Background: an optimization exercise with open tools, aiming at small area. Do not read the settings as production practice. Only simulation tests tie the RTL to the original design; equivalence was not proved. Power and IR drop assume default switching activity.

**constraint.sdc**
```tcl
create_clock -name core_clock -period 12.0 [get_ports {clk}]
set_input_delay 2.4000 -clock core_clock [delete_from_list [all_inputs] [get_ports {clk}]]
set_output_delay 2.4000 -clock core_clock [all_outputs]
set_load 0.01 [all_outputs]
```
**run.sh**
```bash
#!/bin/bash
# synth_recipe.tcl (not shown) runs the flow's synth.tcl, then flattens the netlist and writes it again
# the make line also repeats each setting of config.mk as NAME=value (left out here)
make -C /OpenROAD-flow-scripts/flow DESIGN_CONFIG=/design/flow/config.mk WORK_HOME=/design/flow/orfs CLKGATE_MAP_FILE= SYNTH_SCRIPT=/design/flow/synth_recipe.tcl finish
```
**design.v**
```verilog
module ufla_alu (
    input  wire [4:0]  cls,
    input  wire [31:0] a,
    input  wire [31:0] b,
    input  wire [15:0] imm16,
    input  wire [16:0] pc,
    output wire [32:0] result,       
    output wire        eq,           
    output wire [3:0]  flag_we,      
    output wire [3:0]  flag_val      
);
    localparam [4:0] C_ADD = 5'd0,  C_SUB = 5'd1,  C_XOR = 5'd2,  C_OR   = 5'd3,
                     C_AND = 5'd4,  C_ZERO = 5'd5, C_SHL = 5'd6,  C_ASR  = 5'd7,
                     C_LSR = 5'd8,  C_LCLH = 5'd9, C_LCLL = 5'd10, C_LW  = 5'd11,
                     C_SW  = 5'd12, C_JAL = 5'd13;
    wire is_add  = cls == C_ADD;
    wire is_sub  = cls == C_SUB;
    wire is_xor  = cls == C_XOR;
    wire is_or   = cls == C_OR;
    wire is_and  = cls == C_AND;
    wire is_shl  = cls == C_SHL;
    wire is_asr  = cls == C_ASR;
    wire is_lsr  = cls == C_LSR;
    wire is_lclh = cls == C_LCLH;
    wire is_lcll = cls == C_LCLL;
    wire is_mem  = cls == C_LW || cls == C_SW;
    wire is_jal  = cls == C_JAL;
    wire [31:0] op2 = is_mem ? {16'd0, imm16} : (is_sub ? ~b : b);
    wire [32:0] sum = {1'b0, a} + {1'b0, op2} + {32'd0, is_sub};
    wire        ovf = (a[31] == op2[31]) && (sum[31] != a[31]);
    wire [4:0]  sh = b[4:0];
    reg  [31:0] a_rev, r_rev;
    integer k;
    always @* for (k = 0; k < 32; k = k + 1) a_rev[k] = a[31 - k];
    wire [31:0] sin  = is_shl ? a_rev : a;
    wire [31:0] sr   = $signed({is_asr & a[31], sin}) >>> sh;
    always @* for (k = 0; k < 32; k = k + 1) r_rev[k] = sr[31 - k];
    wire [31:0] keep = 32'hFFFF_FFFF >> sh;
    wire        shl_c = |(a & ~keep);
    wire [31:0] x = a ^ b;
    assign eq = ~|x;
    wire [31:0] res =
          ({32{is_add | is_sub | is_mem}} & sum[31:0])
        | ({32{is_xor}} & x)
        | ({32{is_or}}  & (a | b))
        | ({32{is_and}} & (a & b))
        | ({32{is_shl}} & r_rev)
        | ({32{is_asr | is_lsr}} & sr)
        | ({32{is_lclh}} & {imm16, b[15:0]})
        | ({32{is_lcll}} & {b[31:16], imm16})
        | ({32{is_jal}}  & {15'd0, pc});
    assign result = {is_mem & sum[32], res};
    wire alu   = cls <= C_LCLL;
    wire alu_c = cls <= C_LSR;
    assign flag_we  = {alu, alu, alu_c, alu_c & ~is_shl};
    assign flag_val = {res == 32'd0, res[31],
                       ((is_add | is_sub) & sum[32]) | (is_shl & shl_c),
                       (is_add | is_sub) & ovf};
endmodule
module ufla_rdmux (
    input  wire [31:1]     sel,
    input  wire [31*32-1:0] d,
    output reg  [31:0]     q
);
    integer i;
    always @* begin
        q = 32'd0;
        for (i = 1; i < 32; i = i + 1)
            q = q | (d[(i-1)*32 +: 32] & {32{sel[i]}});
    end
endmodule
module ufla_regfile (
    input  wire        clk,
    input  wire        rst,
    input  wire        we,
    input  wire [4:0]  waddr,
    input  wire [31:0] wdata,
    input  wire [4:0]  raddr_a,
    input  wire [4:0]  raddr_b,
    output wire [31:0] rdata_a,
    output wire [31:0] rdata_b,
    input  wire [4:0]  raddr_dbg,
    output wire [31:0] rdata_dbg
);
    reg  [31:0] regs [1:31];
    wire [31:0] wd = wdata & {32{~rst}};
    reg  [31*32-1:0] flat;
    reg  [31:1] sa, sb, sd;
    integer i;
    always @(posedge clk) begin
        for (i = 1; i < 32; i = i + 1)
            if (rst || (we && waddr == i[4:0]))
                regs[i] <= wd;
    end
    always @* begin
        for (i = 1; i < 32; i = i + 1) begin
            flat[(i-1)*32 +: 32] = regs[i];
            sa[i] = raddr_a == i[4:0];
            sb[i] = raddr_b == i[4:0];
            sd[i] = raddr_dbg == i[4:0];
        end
    end
    ufla_rdmux u_ra (.sel(sa), .d(flat), .q(rdata_a));
    ufla_rdmux u_rb (.sel(sb), .d(flat), .q(rdata_b));
    ufla_rdmux u_rd (.sel(sd), .d(flat), .q(rdata_dbg));
endmodule
module ufla_core (
    input  wire        clk,
    input  wire        rst,           
    output wire        imem_re,       
    output wire [15:0] imem_addr,
    input  wire [31:0] imem_rdata,
    output wire        dmem_re,       
    output wire        dmem_we,       
    output wire [15:0] dmem_addr,
    output wire [31:0] dmem_wdata,
    input  wire [31:0] dmem_rdata,
    input  wire [4:0]  dbg_raddr,
    output wire [31:0] dbg_rdata,
    output wire [16:0] pc,
    output wire [3:0]  flags,         
    output wire        halted,
    output wire        draining,
    output wire        fault_valid,
    output wire [2:0]  fault_cause,   
    output wire [32:0] fault_addr
);
    localparam [4:0] C_ADD = 5'd0,  C_SUB = 5'd1,  C_XOR = 5'd2,  C_OR   = 5'd3,
                     C_AND = 5'd4,  C_ZERO = 5'd5, C_SHL = 5'd6,  C_ASR  = 5'd7,
                     C_LSR = 5'd8,  C_LCLH = 5'd9, C_LCLL = 5'd10, C_LW  = 5'd11,
                     C_SW  = 5'd12, C_JAL = 5'd13, C_JR  = 5'd14, C_BEQ  = 5'd15,
                     C_BNE = 5'd16, C_J   = 5'd17, C_NOP = 5'd18;
    reg [16:0] pc_q;
    reg [3:0]  flags_q;
    reg        halted_q;
    reg        fault_valid_q;
    reg [2:0]  fault_cause_q;
    reg [32:0] fault_addr_q;
    reg        ifid_v;
    reg [4:0]  ifid_cls;
    reg [23:0] ifid_w;
    reg        idex_v;
    reg [4:0]  idex_cls;
    reg [23:0] idex_w;
    reg        exm_v;
    reg        exm_ld, exm_st;
    reg [4:0]  exm_dest;
    reg [32:0] exm_x;         
    reg [31:0] exm_sd;        
    reg        mwb_v;
    reg [4:0]  mwb_dest;
    reg [31:0] mwb_res;
    wire mem_oob   = |exm_x[32:16];
    wire mem_fault = exm_v && (exm_ld || exm_st) && mem_oob;
    assign dmem_re    = exm_v && exm_ld && !mem_oob;
    assign dmem_we    = exm_v && exm_st && !mem_oob;
    assign dmem_addr  = exm_x[15:0];
    assign dmem_wdata = exm_sd;
    wire [4:0]  ex_ra   = idex_w[20:16];
    wire [4:0]  ex_rb   = (idex_cls == C_LCLH || idex_cls == C_LCLL) ? idex_w[4:0] : idex_w[12:8];
    wire [31:0] ex_a, ex_b;
    ufla_regfile u_rf (
        .clk       (clk),
        .rst       (rst),
        .we        (mwb_v),
        .waddr     (mwb_dest),
        .wdata     (mwb_res),
        .raddr_a   (ex_ra),
        .raddr_b   (ex_rb),
        .rdata_a   (ex_a),
        .rdata_b   (ex_b),
        .raddr_dbg (dbg_raddr),
        .rdata_dbg (dbg_rdata)
    );
    wire [32:0] alu_res;
    wire        alu_eq;
    wire [3:0]  alu_flag_we, alu_flag_val;
    ufla_alu u_alu (
        .cls      (idex_cls),
        .a        (ex_a),
        .b        (ex_b),
        .imm16    (idex_w[15:0]),
        .pc       (pc_q),
        .result   (alu_res),
        .eq       (alu_eq),
        .flag_we  (alu_flag_we),
        .flag_val (alu_flag_val)
    );
    wire ex_jr    = idex_cls == C_JR;
    wire ex_taken = idex_cls == C_J || idex_cls == C_JAL || ex_jr ||
                    (idex_cls == C_BEQ && alu_eq) || (idex_cls == C_BNE && !alu_eq);
    wire [31:0] ex_target = ex_jr ? ex_a : {8'd0, idex_w};
    wire ex_oob   = |ex_target[31:16];
    wire ex_fault = !mem_fault && idex_v && ex_taken && ex_oob;
    wire squash   = mem_fault || ex_fault;
    wire redirect = idex_v && ex_taken && !squash;
    wire ex_wr    = idex_cls <= C_LW;    
    wire [4:0] ex_dest = (idex_cls == C_JAL) ? 5'd31 : (ex_wr ? idex_w[4:0] : 5'd0);
    wire [16:0] fetch_pc    = redirect ? ex_target[16:0] : pc_q;
    wire        fetch_ok    = !squash && !halted_q;
    wire        fetch_fault = fetch_ok && fetch_pc[16];
    wire        fetch       = fetch_ok && !fetch_pc[16];
    wire [31:0] fetch_word  = (dmem_we && exm_x[15:0] == fetch_pc[15:0]) ? exm_sd : imem_rdata;
    wire        fetch_halt  = fetch_word == 32'hFFFF_FFFF;
    assign imem_re   = fetch;
    assign imem_addr = fetch_pc[15:0];
    reg [4:0] f_cls;
    always @* begin
        case (fetch_word[31:24])
            8'h01: f_cls = C_ADD;
            8'h02: f_cls = C_SUB;
            8'h03: f_cls = C_ZERO;
            8'h04: f_cls = C_XOR;
            8'h05: f_cls = C_OR;
            8'h07: f_cls = C_AND;
            8'h08: f_cls = C_SHL;
            8'h0A: f_cls = C_SHL;
            8'h09: f_cls = C_ASR;
            8'h0B: f_cls = C_LSR;
            8'h0E: f_cls = C_LCLH;
            8'h0F: f_cls = C_LCLL;
            8'h10: f_cls = C_LW;
            8'h11: f_cls = C_SW;
            8'h12: f_cls = C_JAL;
            8'h13: f_cls = C_JR;
            8'h14: f_cls = C_BEQ;
            8'h15: f_cls = C_BNE;
            8'h16: f_cls = C_J;
            default: f_cls = C_NOP;
        endcase
    end
    always @(posedge clk) begin
        ifid_cls <= f_cls;
        ifid_w   <= fetch_word[23:0];
        idex_cls <= ifid_cls;
        idex_w   <= ifid_w;
        exm_ld   <= idex_cls == C_LW;
        exm_st   <= idex_cls == C_SW;
        exm_dest <= ex_dest;
        exm_x    <= alu_res;
        exm_sd   <= ex_b;
        mwb_dest <= exm_dest;
        mwb_res  <= exm_ld ? dmem_rdata : exm_x[31:0];
    end
    wire any_fault = mem_fault || ex_fault || fetch_fault;
    always @(posedge clk) begin
        if (!fault_valid_q) begin
            fault_cause_q <= mem_fault ? (exm_ld ? 3'd2 : 3'd3) : ex_fault ? 3'd4 : 3'd1;
            fault_addr_q  <= mem_fault ? exm_x : ex_fault ? {1'b0, ex_target} : 33'h1_0000;
        end
    end
    always @(posedge clk) begin
        if (rst) begin
            pc_q          <= 17'd0;
            flags_q       <= 4'd0;
            halted_q      <= 1'b0;
            fault_valid_q <= 1'b0;
            ifid_v        <= 1'b0;
            idex_v        <= 1'b0;
            exm_v         <= 1'b0;
            mwb_v         <= 1'b0;
        end else begin
            if (any_fault || (fetch && fetch_halt))
                halted_q <= 1'b1;
            if (any_fault)
                fault_valid_q <= 1'b1;
            mwb_v  <= exm_v && !mem_fault;
            exm_v  <= idex_v && !squash;
            idex_v <= ifid_v && !squash;
            ifid_v <= fetch;
            if (!mem_fault) begin
                if (dmem_re)
                    flags_q <= {dmem_rdata == 32'd0, dmem_rdata[31], 2'b00};
                if (idex_v) begin
                    if (alu_flag_we[3]) flags_q[3] <= alu_flag_val[3];
                    if (alu_flag_we[2]) flags_q[2] <= alu_flag_val[2];
                    if (alu_flag_we[1]) flags_q[1] <= alu_flag_val[1];
                    if (alu_flag_we[0]) flags_q[0] <= alu_flag_val[0];
                end
            end
            if (fetch)
                pc_q <= fetch_pc + 17'd1;
            else if (redirect)
                pc_q <= fetch_pc;
        end
    end
    assign pc          = pc_q;
    assign flags       = flags_q;
    assign halted      = halted_q;
    assign draining    = ifid_v || idex_v || exm_v || mwb_v;
    assign fault_valid = fault_valid_q;
    assign fault_cause = fault_cause_q;
    assign fault_addr  = fault_addr_q;
endmodule
```
**config.mk**
```make
export PLATFORM = sky130hd
export DESIGN_NAME = ufla_core
export DESIGN_NICKNAME = ufla_core
export VERILOG_FILES = /design/flow/design.v
export SDC_FILE = /design/flow/constraint.sdc
export NUM_CORES = 4
export LEC_CHECK = 0
export CAP_MARGIN = 20
export CORE_MARGIN = 2
export CORE_UTILIZATION = 40
export PLACE_DENSITY = 0.6
export SLEW_MARGIN = 20
export SYNTH_HIERARCHICAL = 1
```
==> impl_table.tex <==
\begin{tabular}{lr}
\hline
Metric & Value \\
\hline
\multicolumn{2}{l}{\textbf{Global routing}} \\
Vias in the first global route & $\sim$54000 \\
Initial antenna violation count & 15 \\
Pin count of the biggest net entering global routing & 49 \\
GRT overflow & 0 \\
First-pass GRT wire length & 426000 um \\
Global Route Usage Sum & 0.372 \\
\multicolumn{2}{l}{\textbf{Clock network}} \\
Resized Gates After CTS & 0 \\
Count of hold-fix buffers inserted at cts & 0 \\
Deepest clock path buffer count & 3 \\
Clock tree from TritonCTS & done \\
Clock insertion delay at the later pin of the skew report & 0.82 ns \\
Clock buffers created by TritonCTS & around 140 \\
Clock edge transition at the registers on the reported setup and hold paths & 0.07 ns \\
Clock net sink count & 1222 \\
Buffer cell driving the clock tree root & sky130\_fd\_sc\_hd\_\_clkbuf\_16 \\
Maximum level of the CTS H-tree & 4 \\
Total setup buffers inserted after CTS & 0 \\
\multicolumn{2}{l}{\textbf{Drt}} \\
Vias per std cell & around 7.4 \\
Final wirelength & 314000 um \\
First DRT Iteration DRCs & 12300 \\
Routed wire per std cell & slightly above 40 um \\
Remaining antenna violation count & 0 \\
Post-route DRC & 0 \\
Total iterations of the first detailed-routing run & 17 \\
Vias & 57500 \\
\multicolumn{2}{l}{\textbf{Synth}} \\
Share of the yosys chip area belonging to registers & 0.544 \\
Most used standard cells in the synthesized netlist & 1195 x sky130\_fd\_sc\_hd\_\_a22oi\_1, 1028 x sky130\_fd\_sc\_hd\_\_edfxtp\_1, 316 x sky130\_fd\_sc\_hd\_\_clkbuf\_1 \\
Synthesized instance count & 5356 \\
\#FFs+latches synth & $\sim$1200 \\
Syn\_area\_per\_cell & 11.9 um2 \\
Area leader, netlist & sky130\_fd\_sc\_hd\_\_edfxtp\_1 \\
Cell with the most instances after synthesis & sky130\_fd\_sc\_hd\_\_a22oi\_1 \\
Top cell type's share of synthesized area & 0.484 \\
Yosys warnings & 11 \\
Cell Area, Synth & 63800 um2 \\
Area contributors post-synth & sky130\_fd\_sc\_hd\_\_edfxtp\_1 48\%, sky130\_fd\_sc\_hd\_\_a22oi\_1 14\%, sky130\_fd\_sc\_hd\_\_dfxtp\_1 6.1\% \\
Number of distinct library cells after synthesis & 107 \\
Post-synth ARST share & 0 \\
Dominant synthesized flop cell & sky130\_fd\_sc\_hd\_\_edfxtp\_1 \\
Post-synth EDFFs & about 1000 \\
Total nets after synthesis & 5531 \\
\multicolumn{2}{l}{\textbf{Placed design}} \\
Cell area after placement & 69700 um2 \\
DP Wirelength & 212000 um \\
Quantity of I/O buffers inserted on ports & 229 \\
Routability-driven placement congestion ratio & between 1 and 1.5 \\
\multicolumn{2}{l}{\textbf{Power and ir drop}} \\
Clock share of power & 0.384 \\
Power, Total & about 11 mW \\
Net Sw Power & about 3.3 mW \\
Cell internal pwr & 7.79 mW \\
Sw frac & 0.296 \\
Static Leakage & 25.7 nW \\
Combinational group share of total power & 0.160 \\
Sequential group share of total power & 0.456 \\
Power per cell area & 149 nW/um2 \\
Peak supply drop & 0.000170 V \\
\multicolumn{2}{l}{\textbf{Die}} \\
Cell row count & 146 \\
Boundary pin count & 230 \\
Placeable core region & between 150000 and 200000 um2 \\
Die extent in y & around 400 um \\
Die Outline Area & approximately 160000 um2 \\
Die X-Extent & 403 um \\
Starting Density & 0.403 \\
\multicolumn{2}{l}{\textbf{Worst setup path}} \\
Crit path arrival time & $\sim$9 ns \\
Category of the critical setup timing path & register to output pin \\
Critical Path End Type & output pin \\
Endpoint required time on the critical path & 9.60 ns \\
Crit path launch type & register \\
Worst Path Max Fanout & 21 \\
\multicolumn{2}{l}{\textbf{Timing}} \\
Max-slew headroom at the worst pin & 0.143 \\
Setup repair after global routing missed its margin & no \\
Aggregate negative setup slack & 0 ns \\
Period utilisation layout & 0.966 \\
Maximum clock frequency & $\sim$86 MHz \\
Clock tree skew after final layout & 0.0331 ns \\
Clock period minus worst slack & 11.59 ns \\
Worst Tran Pin Value & 1.28 ns \\
Final setup violation count & 0 \\
Number of pins with negative max-slew slack in the final report & 0 \\
Endpoints failing hold & 0 \\
\multicolumn{2}{l}{\textbf{Final layout}} \\
Area of all placed cells without fillers & 74300 um2 \\
Share of post-route cells with drive strength above 1 & 0.150 \\
Fraction of the core area covered by cells at the end of the flow & 0.469 \\
Area growth, synth to finish & 16.4\% \\
Count of nets after finishing & 5717 \\
\multicolumn{2}{l}{\textbf{Run}} \\
Max Cap Viol & 0 \\
\multicolumn{2}{l}{\textbf{Worst hold path}} \\
Hold WC Path Type & register to register \\
\multicolumn{2}{l}{\textbf{Outcome}} \\
Outcome & no timing/DRC/antenna violations \\
\hline
\end{tabular}
-- modules after synthesis (local to each module, per instance) --
module | area, um2 | flops+latches | cells inside | times used
ufla_core | 8810 | 230 | 798 | 1
ufla_alu | 7940 | 0 | 1132 | 1
ufla_rdmux | 5330 | 0 | 733 | 3
ufla_regfile | 31100 | 992 | 1227 | 1
-- logic make-up (layout without fill, tap and decap cells) --
logic type | count (synthesis) | after routing | share of synthesized area
AO/OA/AOI/OAI | 2028 | 2028 | 0.249
AND/OR/NAND/NOR | 1237 | 1237 | 0.107
flip-flops | 1222 | 1222 | 0.544
buffers and inverters | 542 | 834 | 0.0372
multiplexers | 152 | 152 | 0.0322
adder cells (fa/ha/maj) | 104 | 104 | 0.0206
XOR/XNOR | 71 | 71 | 0.00974
other | 0 | 11 | 0
-- cell type report --
cell class              instances  area [um2]
inverters                     117         439
fillers                     14000       84100
multi-input cells            3592       27700
flip-flops and latches       1222       34800
repair buffers                473        4290
well taps                    2072        2590
clock buffers                 157        3580
diodes                         11        27.5
clock inverters                87         872
-- critical path, cell delays in order (launching register included) --
cell                              delay, ns
sky130_fd_sc_hd__dfxtp_1               0.80
sky130_fd_sc_hd__xor2_1                0.19
sky130_fd_sc_hd__nand2_1               0.29
sky130_fd_sc_hd__mux2_2                0.61
sky130_fd_sc_hd__or3b_1                0.58
sky130_fd_sc_hd__nor3_4                0.83
sky130_fd_sc_hd__buf_4                 0.37
sky130_fd_sc_hd__buf_4                 0.22
sky130_fd_sc_hd__a22oi_1               0.11
sky130_fd_sc_hd__nand4_1               0.19
sky130_fd_sc_hd__or4_1                 0.36
sky130_fd_sc_hd__inv_1                 0.14
sky130_fd_sc_hd__ha_1                  0.36
sky130_fd_sc_hd__nor4_1                0.37
sky130_fd_sc_hd__nand4_1               0.13
sky130_fd_sc_hd__nor2_1                0.33
sky130_fd_sc_hd__nor2b_1               0.10
sky130_fd_sc_hd__o32ai_2               0.45
sky130_fd_sc_hd__and4_1                0.72
sky130_fd_sc_hd__o21ai_1               0.30
sky130_fd_sc_hd__inv_1                 0.28
sky130_fd_sc_hd__clkdlybuf4s50_1       0.59
-- metrics by stage --
stage	instances	setup slack [ns]	hold WS [ns]
after floorplan	5356	2.92	0.310
after global placement	7472	1.10	0.310
after detailed placement	7475	0.823	0.312
after CTS	7719	0.391	0.313
after global routing	7720	0.0875	0.318
final	7731	0.408	0.317
-- state kept, by name, summed over array words and instances (netlist names), 17 cells and up --
register      count
fault_addr_q     33
exm_x            33
u_rf.regs       992
mwb_res          32
ifid_w           24
exm_sd           32
idex_w           24
pc_q             17
-- cells in the final DEF (no fill, tap or decap), drive strengths merged, types with 103 or more instances in the layout --
cell type / count
o21ai: 149
clkdlybuf4s50: 228
nor2: 192
a222oi: 106
nand4: 225
a221oi: 120
nand3: 234
a22oi: 1195
a22o: 111
edfxtp: 1028
or4: 103
nand2: 190
dfxtp: 194
clkbuf: 157
inv: 127
buf: 245
-- per-layer routing --
layer,track usage,share of wire,wire length (um)
met4,0.273,0.086,26800
met5,0,0.00021,65
met3,0.137,0.15,46000
met2,0.524,0.41,129000
met1,0.466,0.36,112000
-- power by group through the flow --
stage / Combinational (mW) / Sequential [mW] / Clock [mW]
2_1_floorplan: 0.878 / 5.05 / 0
3_3_place_gp: 1.69 / 5.12 / 0
3_5_place_dp: 1.68 / 5.12 / 0
4_1_cts: 1.69 / 5.03 / 4.26
5_1_grt: 1.80 / 5.06 / 4.43
6_report: 1.77 / 5.05 / 4.25
-- worst paths after layout --
check,cells after the start,endpoint,slack (ns),startpoint
worst max register to register,30,ifid_cls[4]$_SDFF_PP1_,0.68,idex_cls[0]$_DFF_P_
worst min register to register,0,mwb_dest[3]$_DFF_P_,0.32,exm_dest[3]$_SDFF_PN1_
worst min-delay path,0,mwb_dest[3]$_DFF_P_,0.32,exm_dest[3]$_SDFF_PN1_
worst max-delay path,21,imem_re,0.41,idex_cls[0]$_DFF_P_

-- separate check: timing with driven ports --
How much do the figures lean on ideal ports? The routed layout below was timed once more, with nothing changed but the port constraints.
Step 1 (the two cells are an assumption about what drives the block):
set clk [get_ports {clk}]
set_driving_cell -lib_cell sky130_fd_sc_hd__clkbuf_16 $clk
set_driving_cell -lib_cell sky130_fd_sc_hd__buf_2 [delete_from_list [all_inputs] $clk]
Step 2 also shifts input and output timing later by t, the mid clock arrival at the registers, as if the neighbouring blocks saw the same clock.
Three values: no drivers, after step 1, after step 2; two values: the first two.
shift t [ns]: 0.881
slack for setup (ns): 0.408 / 0.327 / 0.677
worst data-port slew with drivers (ns): 0.07
pins driven straight from the clock port: 1
After both steps setup and hold are still met in this run. For this run, drivers alone change the setup slack by -0.081 ns; drivers and shift together by +0.269 ns.
